Source: an optimization exercise on an open RTL-to-GDS flow (aim: a short achievable clock period). Production flows keep margins and buffers that such runs may drop.
Function was checked by simulation only, so behaviour that the tests miss may differ from the original.
The clock port is modelled as an ideal driver; clocking choices that lean on that would not hold on a real chip.
Power is estimated from default activity; no workload was simulated.

Design td4_core, start of the top module:
module td4_core (
    input  wire       clk,
    input  wire       rst,           
    input  wire       prog_we,
    input  wire [3:0] prog_addr,
    input  wire [7:0] prog_wdata,
    input  wire       start,
    input  wire [4:0] prog_size,     
    input  wire [3:0] in_data,
    output reg        in_rd,
    output reg  [3:0] out_data,
    output reg        out_we,
    output reg        running,
    output reg        halted,
    output reg        aborted,
    output reg  [7:0] err_byte,
    output reg  [3:0] err_pc,
    output reg  [3:0] reg_a,
    output reg  [3:0] reg_b,
    output reg        carry,
    output reg  [4:0] pc
);
    localparam FW = 4;
    function [FW-1:0] predecode(input [7:0] b);
        reg [3:0] o;
        begin
            o = b[7:4];
            predecode = {(o == 4'h2) || (o == 4'h6),
                         (o == 4'h8) || (o == 4'hA) || (o == 4'hC) || (o == 4'hD),
                         (o == 4'hE),
                         (o == 4'hF)};
        end
    endfunction
    reg [7:0]    mem  [0:15];
    reg [FW-1:0] memf [0:15];
    reg [15:0]   memoh [0:15];    
    reg [4:0]    size;
    reg [7:0]    ir;        
    reg [FW-1:0] irf;       
    reg [15:0]   iroh;      
    reg [15:0]   pc1_oh;    
    reg [3:0]    pc1;       
    reg [3:0]    ra, rb;
    reg          rc;
    reg [4:0]    rp;
    integer k;
    wire [FW-1:0] wflags = predecode(prog_wdata);
    reg  [15:0]   woh;
    always @(*) begin
        for (k = 0; k < 16; k = k + 1)
            woh[k] = (prog_wdata[3:0] == k);
    end
    always @(posedge clk) begin
        if (prog_we) begin
            mem[prog_addr]  <= prog_wdata;
            memf[prog_addr] <= wflags;
            memoh[prog_addr] <= woh;
        end
    end
    wire [3:0] op  = ir[7:4];
    wire [3:0] imm = ir[3:0];
    wire f_jmp   = irf[0];
    wire f_jnc   = irf[1];
    wire illegal = irf[2];
    wire f_in    = irf[3];
  ...
For scale: about 1900 cells after synthesis, ~60 I/O pins, ~0.024 sq mm of cells after synthesis.
==> flow/config.mk <==
export PLATFORM = sky130hd
export DESIGN_NAME = td4_core
export DESIGN_NICKNAME = td4_core
export VERILOG_FILES = /design/flow/design.v
export SDC_FILE = /design/flow/constraint.sdc
export NUM_CORES = 4
export LEC_CHECK = 0
export ABC_CLOCK_PERIOD_IN_PS = 1500
export CAP_MARGIN = 20
export CORE_MARGIN = 2
export CORE_UTILIZATION = 35
export CTS_CLUSTER_DIAMETER = 60
export CTS_CLUSTER_SIZE = 20
export SETUP_SLACK_MARGIN = 2.5
export SLEW_MARGIN = 20
export TNS_END_PERCENT = 100
==> flow/constraint.sdc <==
create_clock -name core_clock -period 4.5 [get_ports {clk}]
set_input_delay 0.9000 -clock core_clock [delete_from_list [all_inputs] [get_ports {clk}]]
set_output_delay 0.9000 -clock core_clock [all_outputs]
set_load 0.01 [all_outputs]
standard.sh (not shown) runs the stock make flow with config.mk's settings and CLKGATE_MAP_FILE= SYNTH_SCRIPT=/design/flow/synth_recipe.tcl, a recipe that flattens the netlist after the stock synthesis.
==> flow/flow/run.sh <==
#!/bin/bash
# Layout flow: the standard ORFS flow (standard.sh), with changes only to
# how cells are chosen:
#  - dontuse.txt adds slow cells (four-high stacks, three- and four-input ORs, low-power clock inverters,
#    4-input muxes and the delay cells) to the platform's don't-use list, for
#    synthesis and repair;
#  - the ports are buffered with buf_4 (the resizer may resize them later);
#  - the resizer may swap a cell for any cell of the same function
#    (MATCH_CELL_FOOTPRINT=0), not only one of the same footprint.
# The clock tree is built by CTS as usual.  All of make's output goes to
# standard.log in the folder this runs in.
set -euo pipefail
here=$(cd "$(dirname "$0")" && pwd)
dont_use=$(tr -s ' \n' ' ' < "$here/dontuse.txt")
bash standard.sh "DONT_USE_CELLS=$dont_use" MATCH_CELL_FOOTPRINT=0 \
    "BUFFER_PORTS_ARGS=-buffer_cell sky130_fd_sc_hd__buf_4" finish > standard.log 2>&1
Other scripts of this flow, unchanged in this note and not shown: flow/flow/dontuse.txt
Change:
- CTS_CLUSTER_DIAMETER: 60 -> not set
- CTS_CLUSTER_SIZE: 20 -> not set
- SETUP_SLACK_MARGIN: 2.5 -> 2.6
- TNS_END_PERCENT: 100 -> 20
Result:
- register-to-register slack gets worse by 80 ps
- via count went up by 1.3%
- final cell count went up by 1.5%
- die area stays the same
- hold slack gets worse by 6.5 ps
- clock-buffer cell count went up by 13
- final area went up by 1.7%
- clock skew went up by 12 ps
- maximum frequency went down by 0.71%
- setup slack gets worse by 15 ps
Change:
- SETUP_SLACK_MARGIN: 2.6 -> 2.5
- TNS_END_PERCENT: 20 -> 100
Design area climbs by 0.89%. First-iteration DRC count came out lower by 9.0%. Register-to-register slack improves by 80 ps. Synthesized cell count is unchanged. Routed wire length is higher by 0.86%.

---

Starting RTL as in the previous note.
## td4_core
module td4_core (
    input  wire       clk,
    input  wire       rst,           
    input  wire       prog_we,
    input  wire [3:0] prog_addr,
    input  wire [7:0] prog_wdata,
    input  wire       start,
    input  wire [4:0] prog_size,     
    input  wire [3:0] in_data,
    output reg        in_rd,
    output reg  [3:0] out_data,
    output reg        out_we,
    output reg        running,
    output reg        halted,
    output reg        aborted,
    output reg  [7:0] err_byte,
    output reg  [3:0] err_pc,
    output reg  [3:0] reg_a,
    output reg  [3:0] reg_b,
    output reg        carry,
    output reg  [4:0] pc
);
    localparam FW = 4;
    function [FW-1:0] predecode(input [7:0] b);
        reg [3:0] o;
        begin
            o = b[7:4];
            predecode = {(o == 4'h2) || (o == 4'h6),
                         (o == 4'h8) || (o == 4'hA) || (o == 4'hC) || (o == 4'hD),
  ...
clock: 4.5 ns
lec_check: 0
abc_clock_period_in_ps: 1500
cap_margin: 20
core_margin: 2
core_utilization: 35
setup_slack_margin: 2.5
slew_margin: 20
tns_end_percent: 100
==> flow/flow/run.sh <==
#!/bin/bash
# Layout flow: the standard ORFS flow (standard.sh), with changes only to
# how cells are chosen and sized:
#  - dontuse.txt adds slow cells (four-high stacks, three- and four-input ORs,
#    low-power clock inverters, 4-input muxes and the delay cells) to the
#    platform's don't-use list, for synthesis and repair;
#  - the ports are buffered with buf_4 (the resizer may resize them later);
#  - the resizer may swap a cell for any cell of the same function
#    (MATCH_CELL_FOOTPRINT=0), not only one of the same footprint;
#  - after CTS, extra_repair.tcl runs more setup repair passes (and hold
#    repair), then the standard flow goes on from global routing.
# The clock tree is built by CTS as usual.  Each tool's output goes to a log
# of its own in the folder this runs in.
set -euo pipefail
here=$(cd "$(dirname "$0")" && pwd)
dont_use=$(tr -s ' \n' ' ' < "$here/dontuse.txt")
args=("DONT_USE_CELLS=$dont_use" MATCH_CELL_FOOTPRINT=0
      "BUFFER_PORTS_ARGS=-buffer_cell sky130_fd_sc_hd__buf_4")
bash standard.sh "${args[@]}" cts > standard_cts.log 2>&1
results=$(ls -d "$PWD"/orfs/results/*/td4_core/base)
RESULTS=$results LIB_FILE="$FLOW_HOME/platforms/$FLOW_PLATFORM/lib/sky130_fd_sc_hd__tt_025C_1v80.lib" \
  PLATFORM_DIR="$FLOW_HOME/platforms/$FLOW_PLATFORM" DONT_USE_FILE="$here/dontuse.txt" \
  openroad -no_init -exit "$here/extra_repair.tcl" > extra_repair.log 2>&1
bash standard.sh "${args[@]}" finish > standard_finish.log 2>&1
==> flow/flow/extra_repair.tcl <==
# Extra setup repair after CTS: ORFS's one repair_timing pass stops well short
# of its target here, so run more passes (with no cap on buffer insertion),
# then fix hold, legalize, and write the CTS result back for the rest of the
# flow.
set results $::env(RESULTS)
read_liberty $::env(LIB_FILE)
read_db $results/4_cts.odb
read_sdc $results/4_cts.sdc
source $::env(PLATFORM_DIR)/setRC.tcl
set_propagated_clock [all_clocks]
set f [open $::env(DONT_USE_FILE)]
set_dont_use [read $f]
close $f
estimate_parasitics -placement
report_worst_slack
foreach margin {2.6 2.7} {
  repair_timing -setup -setup_margin $margin -repair_tns 100 \
    -max_buffer_percent 100 -max_passes 1000 -verbose
  detailed_placement
  estimate_parasitics -placement
  report_worst_slack
}
repair_timing -hold -hold_margin 0.05 -verbose
detailed_placement
check_placement -verbose
estimate_parasitics -placement
report_worst_slack
report_worst_slack -min
write_db $results/4_cts.odb
Other scripts of this flow, unchanged in this note and not shown: flow/flow/dontuse.txt
Then changed:
--- a/flow/flow/extra_repair.tcl
+++ b/flow/flow/extra_repair.tcl
@@ -2,5 +2,7 @@
 # of its target here, so run more passes (with no cap on buffer insertion),
 # then fix hold, legalize, and write the CTS result back for the rest of the
-# flow.
+# flow.  The placement-based wire estimate falls well short of the routed
+# wires here, so these passes see signal wires with 1.5 times met1's
+# resistance and capacitance.
 set results $::env(RESULTS)
 read_liberty $::env(LIB_FILE)
@@ -8,4 +10,5 @@
 read_sdc $results/4_cts.sdc
 source $::env(PLATFORM_DIR)/setRC.tcl
+set_wire_rc -signal -resistance 1.34e-03 -capacitance 2.59e-04
 set_propagated_clock [all_clocks]
 set f [open $::env(DONT_USE_FILE)]
=> Fmax rises slightly. Routed wire length rises slightly. Setup slack is better by 25 ps. Power rises slightly. Non-clock buffer count rises by 29. Cell count rises slightly.

---

The RTL this note starts from:
==> flow/design.v <==
module td4_eq4 (
    input  wire [3:0] a,
    input  wire [3:0] b,
    output wire       eq
);
    assign eq = (a == b);
endmodule
module td4_core (
    input  wire       clk,
    input  wire       rst,           
    input  wire       prog_we,
    input  wire [3:0] prog_addr,
    input  wire [7:0] prog_wdata,
    input  wire       start,
    input  wire [4:0] prog_size,     
    input  wire [3:0] in_data,
    output reg        in_rd,
    output reg  [3:0] out_data,
    output reg        out_we,
    output reg        running,
    output reg        halted,
    output reg        aborted,
    output reg  [7:0] err_byte,
    output reg  [3:0] err_pc,
    output reg  [3:0] reg_a,
    output reg  [3:0] reg_b,
    output reg        carry,
    output reg  [4:0] pc
);
    localparam FW = 4;
    function [FW-1:0] predecode(input [7:0] b);
        reg [3:0] o;
        begin
            o = b[7:4];
            predecode = {(o == 4'h2) || (o == 4'h6),
                         (o == 4'h8) || (o == 4'hA) || (o == 4'hC) || (o == 4'hD),
                         (o == 4'hE),
                         (o == 4'hF)};
        end
    endfunction
    reg [7:0]    mem  [0:15];
    reg [FW-1:0] memf [0:15];
    reg [15:0]   memoh [0:15];    
    reg [4:0]    size;
    reg [7:0]    ir;        
    reg [FW-1:0] irf;       
    reg [15:0]   iroh;      
    reg [15:0]   pc1_oh;    
    reg [15:0]   iroh2;
    reg [15:0]   pc1_oh2;
    reg [3:0]    pc1;       
    reg [3:0]    ra, rb;
    reg          rc;
    reg [4:0]    rp;
    reg          run_i;     
    integer k;
    wire [FW-1:0] wflags = predecode(prog_wdata);
    reg  [15:0]   woh;
    always @(*) begin
        for (k = 0; k < 16; k = k + 1)
            woh[k] = (prog_wdata[3:0] == k);
    end
    always @(posedge clk) begin
        if (prog_we) begin
            mem[prog_addr]  <= prog_wdata;
            memf[prog_addr] <= wflags;
            memoh[prog_addr] <= woh;
        end
    end
    wire [3:0] op  = ir[7:4];
    wire [3:0] imm = ir[3:0];
    wire f_jmp   = irf[0];
    wire f_jnc   = irf[1];
    wire illegal = irf[2];
    wire f_in    = irf[3];
    wire take = f_jmp || (f_jnc && !rc);    
    wire stay = f_jnc && rc;                
    wire [4:0] pc_inc = rp + 5'd1;
    wire [4:0] pc_tgt = {1'b0, imm};
    wire h_inc  = (pc_inc >= size);
    wire h_tgt  = (pc_tgt >= size);
    wire h_stay = (rp >= size);
    wire h_next = take ? h_tgt : (stay ? h_stay : h_inc);
    wire [4:0] next_pc = take ? pc_tgt : (stay ? rp : pc_inc);
    reg [24+FW-1:0] w_inc, w_tgt;
    always @(*) begin
        w_inc = 0;
        w_tgt = 0;
        for (k = 0; k < 16; k = k + 1) begin
            w_inc = w_inc | ({{(10+FW){pc1_oh2[k]}}, {14{pc1_oh[k]}}} & {memoh[k], memf[k], mem[k]});
            w_tgt = w_tgt | ({{(10+FW){iroh2[k]}},   {14{iroh[k]}}}   & {memoh[k], memf[k], mem[k]});
        end
    end
    wire eq_tgt, eq_cur, eq_inc, eq_0;
    td4_eq4 u_eq_tgt (.a(prog_addr), .b(imm),     .eq(eq_tgt));
    td4_eq4 u_eq_cur (.a(prog_addr), .b(rp[3:0]), .eq(eq_cur));
    td4_eq4 u_eq_inc (.a(prog_addr), .b(pc1),     .eq(eq_inc));
    td4_eq4 u_eq_0   (.a(prog_addr), .b(4'd0),    .eq(eq_0));
    wire inc = !take && !stay;
    wire hit_run = prog_we && ((take && eq_tgt) || (stay && eq_cur) || (inc && eq_inc));
    wire [24+FW-1:0] w_new = {woh, wflags, prog_wdata};
    wire [24+FW-1:0] w_cur = {iroh, irf, ir};
    wire s_w = hit_run;
    wire s_t = take && !hit_run;
    wire s_s = stay && !hit_run;
    wire s_i = inc  && !hit_run;
    wire [24+FW-1:0] fetch_run = ({(24+FW){s_w}} & w_new) | ({(24+FW){s_t}} & w_tgt) |
                                 ({(24+FW){s_s}} & w_cur) | ({(24+FW){s_i}} & w_inc);
    wire [15:0] fetch_run2 = ({16{s_w}} & woh) | ({16{s_t}} & w_tgt[8+FW +: 16]) |
                             ({16{s_s}} & iroh2) | ({16{s_i}} & w_inc[8+FW +: 16]);
    wire size_nz = |prog_size;
    wire hit_st  = prog_we && (prog_addr == 4'd0);
    wire [24+FW-1:0] fetch_st = !size_nz ? {(24+FW){1'b0}} :
                               hit_st   ? w_new : {memoh[0], memf[0], mem[0]};
    wire [3:0] pa = ra ^ imm, ga = ra & imm;
    wire [3:0] pb = rb ^ imm, gb = rb & imm;
    wire [4:0] ca, cb;
    assign ca[0] = 1'b0;
    assign ca[1] = ga[0];
    assign ca[2] = ga[1] | (pa[1] & ga[0]);
    assign ca[3] = ga[2] | (pa[2] & ga[1]) | (pa[2] & pa[1] & ga[0]);
    assign ca[4] = ga[3] | (pa[3] & ga[2]) | (pa[3] & pa[2] & ga[1]) |
                   (pa[3] & pa[2] & pa[1] & ga[0]);
    assign cb[0] = 1'b0;
    assign cb[1] = gb[0];
    assign cb[2] = gb[1] | (pb[1] & gb[0]);
    assign cb[3] = gb[2] | (pb[2] & gb[1]) | (pb[2] & pb[1] & gb[0]);
    assign cb[4] = gb[3] | (pb[3] & gb[2]) | (pb[3] & pb[2] & gb[1]) |
                   (pb[3] & pb[2] & pb[1] & gb[0]);
    wire [4:0] sum_a = {ca[4], pa ^ ca[3:0]};
    wire [4:0] sum_b = {cb[4], pb ^ cb[3:0]};
    reg [3:0] next_a;
    reg [3:0] next_b;
    reg       next_c;
    reg       do_out;
    reg [3:0] out_val;
    always @(*) begin
        next_a  = ra;
        next_b  = rb;
        next_c  = 1'b0;
        do_out  = 1'b0;
        out_val = out_data;
        case (op)
            4'h3: next_a = imm;
            4'h7: next_b = imm;
            4'h4: next_b = ra;
            4'h1: next_a = rb;
            4'h0: begin
                next_a = sum_a[3:0];
                next_c = sum_a[4];
            end
            4'h5: begin
                next_b = sum_b[3:0];
                next_c = sum_b[4];
            end
            4'h2: next_a = in_data;
            4'h6: next_b = in_data;
            4'h9: begin
                do_out  = 1'b1;
                out_val = rb;
            end
            4'hB: begin
                do_out  = 1'b1;
                out_val = imm;
            end
            default: ;
        endcase
    end
    reg run_next;
    always @(*) begin
        if (rst)
            run_next = 1'b0;
        else if (start)
            run_next = 1'b1;
        else
            run_next = run_i && !illegal && !h_next;
    end
    reg run_next_o;
    always @(*) begin
        if (rst)
            run_next_o = 1'b0;
        else if (start)
            run_next_o = 1'b1;
        else
            run_next_o = running && !illegal && !h_next;
    end
    wire [FW-1:0] fetch_f = start ? fetch_st[8 +: FW] : fetch_run[8 +: FW];
    always @(posedge clk) begin
        run_i   <= run_next;
        running <= run_next_o;
        in_rd   <= run_next && fetch_f[3];
        if (rst) begin
            halted   <= 1'b0;
            aborted  <= 1'b0;
            size     <= 5'd0;
            reg_a    <= 4'd0;
            reg_b    <= 4'd0;
            carry    <= 1'b0;
            pc       <= 5'd0;
            out_data <= 4'd0;
            out_we   <= 1'b0;
            err_byte <= 8'd0;
            err_pc   <= 4'd0;
        end else if (start) begin
            halted   <= 1'b0;
            aborted  <= 1'b0;
            size     <= prog_size;
            reg_a    <= 4'd0;
            reg_b    <= 4'd0;
            carry    <= 1'b0;
            pc       <= 5'd0;
            out_we   <= 1'b0;
            err_byte <= 8'd0;
            err_pc   <= 4'd0;
        end else if (run_i) begin
            if (illegal) begin
                aborted  <= 1'b1;
                err_byte <= ir;
                err_pc   <= rp[3:0];
                out_we   <= 1'b0;
            end else begin
                reg_a    <= next_a;
                reg_b    <= next_b;
                carry    <= next_c;
                pc       <= next_pc;
                out_data <= out_val;
                out_we   <= do_out;
                if (h_next)
                    halted <= 1'b1;
            end
        end else begin
            out_we <= 1'b0;
        end
    end
    always @(posedge clk) begin
        if (start) begin
            ra <= 4'd0;
            rb <= 4'd0;
            rc <= 1'b0;
            rp <= 5'd0;
        end else if (run_i && !illegal) begin
            ra <= next_a;
            rb <= next_b;
            rc <= next_c;
            rp <= next_pc;
        end
    end
    always @(posedge clk) begin
        if (start) begin
            {iroh, irf, ir} <= fetch_st;
            iroh2     <= fetch_st[8+FW +: 16];
            pc1_oh    <= 16'd2;
            pc1_oh2   <= 16'd2;
            pc1       <= 4'd1;
        end else begin
            {iroh, irf, ir} <= fetch_run;
            iroh2     <= fetch_run2;
            pc1_oh    <= take ? {iroh[14:0], iroh[15]} :
                         (stay ? pc1_oh : {pc1_oh[14:0], pc1_oh[15]});
            pc1_oh2   <= take ? {iroh2[14:0], iroh2[15]} :
                         (stay ? pc1_oh2 : {pc1_oh2[14:0], pc1_oh2[15]});
            pc1       <= next_pc[3:0] + 4'd1;
        end
    end
endmodule
export LEC_CHECK = 0
export ABC_CLOCK_PERIOD_IN_PS = 1500
export CAP_MARGIN = 20
export CORE_MARGIN = 2
export CORE_UTILIZATION = 45
export SETUP_SLACK_MARGIN = 2.5
export SLEW_MARGIN = 20
export TNS_END_PERCENT = 100
create_clock -name core_clock -period 4.5 [get_ports {clk}]
Scripts as last shown in full above: flow/flow/run.sh
Other scripts of this flow, unchanged in this note and not shown: flow/flow/dontuse.txt, flow/flow/extra_repair.tcl
The starting point finished with timing, DRC and antenna clean.
Next try:
CORE_UTILIZATION = 35   (was 45)
CTS_CLUSTER_DIAMETER = 80   (was not set)
CTS_CLUSTER_SIZE = 24   (was not set)
Result:
- The new run completed with no timing, DRC or antenna violations
- register-to-register slack gains 70 ps
- total power falls by about a fifth
- sequential cell count stays the same
- global-route usage shrinks by 7.3 points
- clock skew barely changes
- routed wire length climbs slightly
Next try:
CTS_CLUSTER_DIAMETER = not set   (was 80)
CTS_CLUSTER_SIZE = not set   (was 24)
Outcome: The changed run produced a clean layout; utilization climbs by 1.2 points; power climbs by 17%; routed wire length barely changes; clock-buffer cell count climbs by 20.

==> what the ideal ports hide <==
No port has a modelled driver above. Below, the same layouts with a new extraction and two added sets of constraints. Step 1, drivers: a clkbuf_16 drives clk and a buf_2 each remaining input, both assumed. Step 2 adds t to the input delays and takes it off the output delays; t is the mean of the earliest and latest rising clock arrival at the registers after step 1. Input paths then give back, and output paths get back, about the clock's delay inside the block. Slacks: no drivers / after step 1 / after step 2; pairs: no drivers / after step 1.
run	t, ns	slack for setup (ns)	latest minus earliest clock arrival (ns)	worst data-port slew with drivers (ns)	cell pins on the clock port's net
the first run of note 1	0.665	2.390 / 2.423 / 1.758	0.040 / 0.039	0.09	1
the second run of note 1	0.694	2.375 / 2.375 / 1.742	0.052 / 0.052	0.08	1
the third run of note 1	0.694	2.450 / 2.426 / 1.838	0.054 / 0.054	0.07	1
the first run of note 2	0.695	2.469 / 2.430 / 1.902	0.047 / 0.047	0.08	1
the second run of note 2	0.693	2.494 / 2.434 / 1.893	0.050 / 0.050	0.20	1
the first run of note 3	0.710	2.330 / 2.330 / 1.800	0.023 / 0.022	0.06	1
the second run of note 3	0.691	2.399 / 2.404 / 1.715	0.026 / 0.026	0.14	1
the third run of note 3	0.697	2.393 / 2.393 / 1.734	0.032 / 0.032	0.12	1
After both steps setup and hold are still met in every run listed. For the second run of note 3, which loses most, drivers alone change the setup slack by +0.005 ns; drivers and shift together by -0.684 ns.
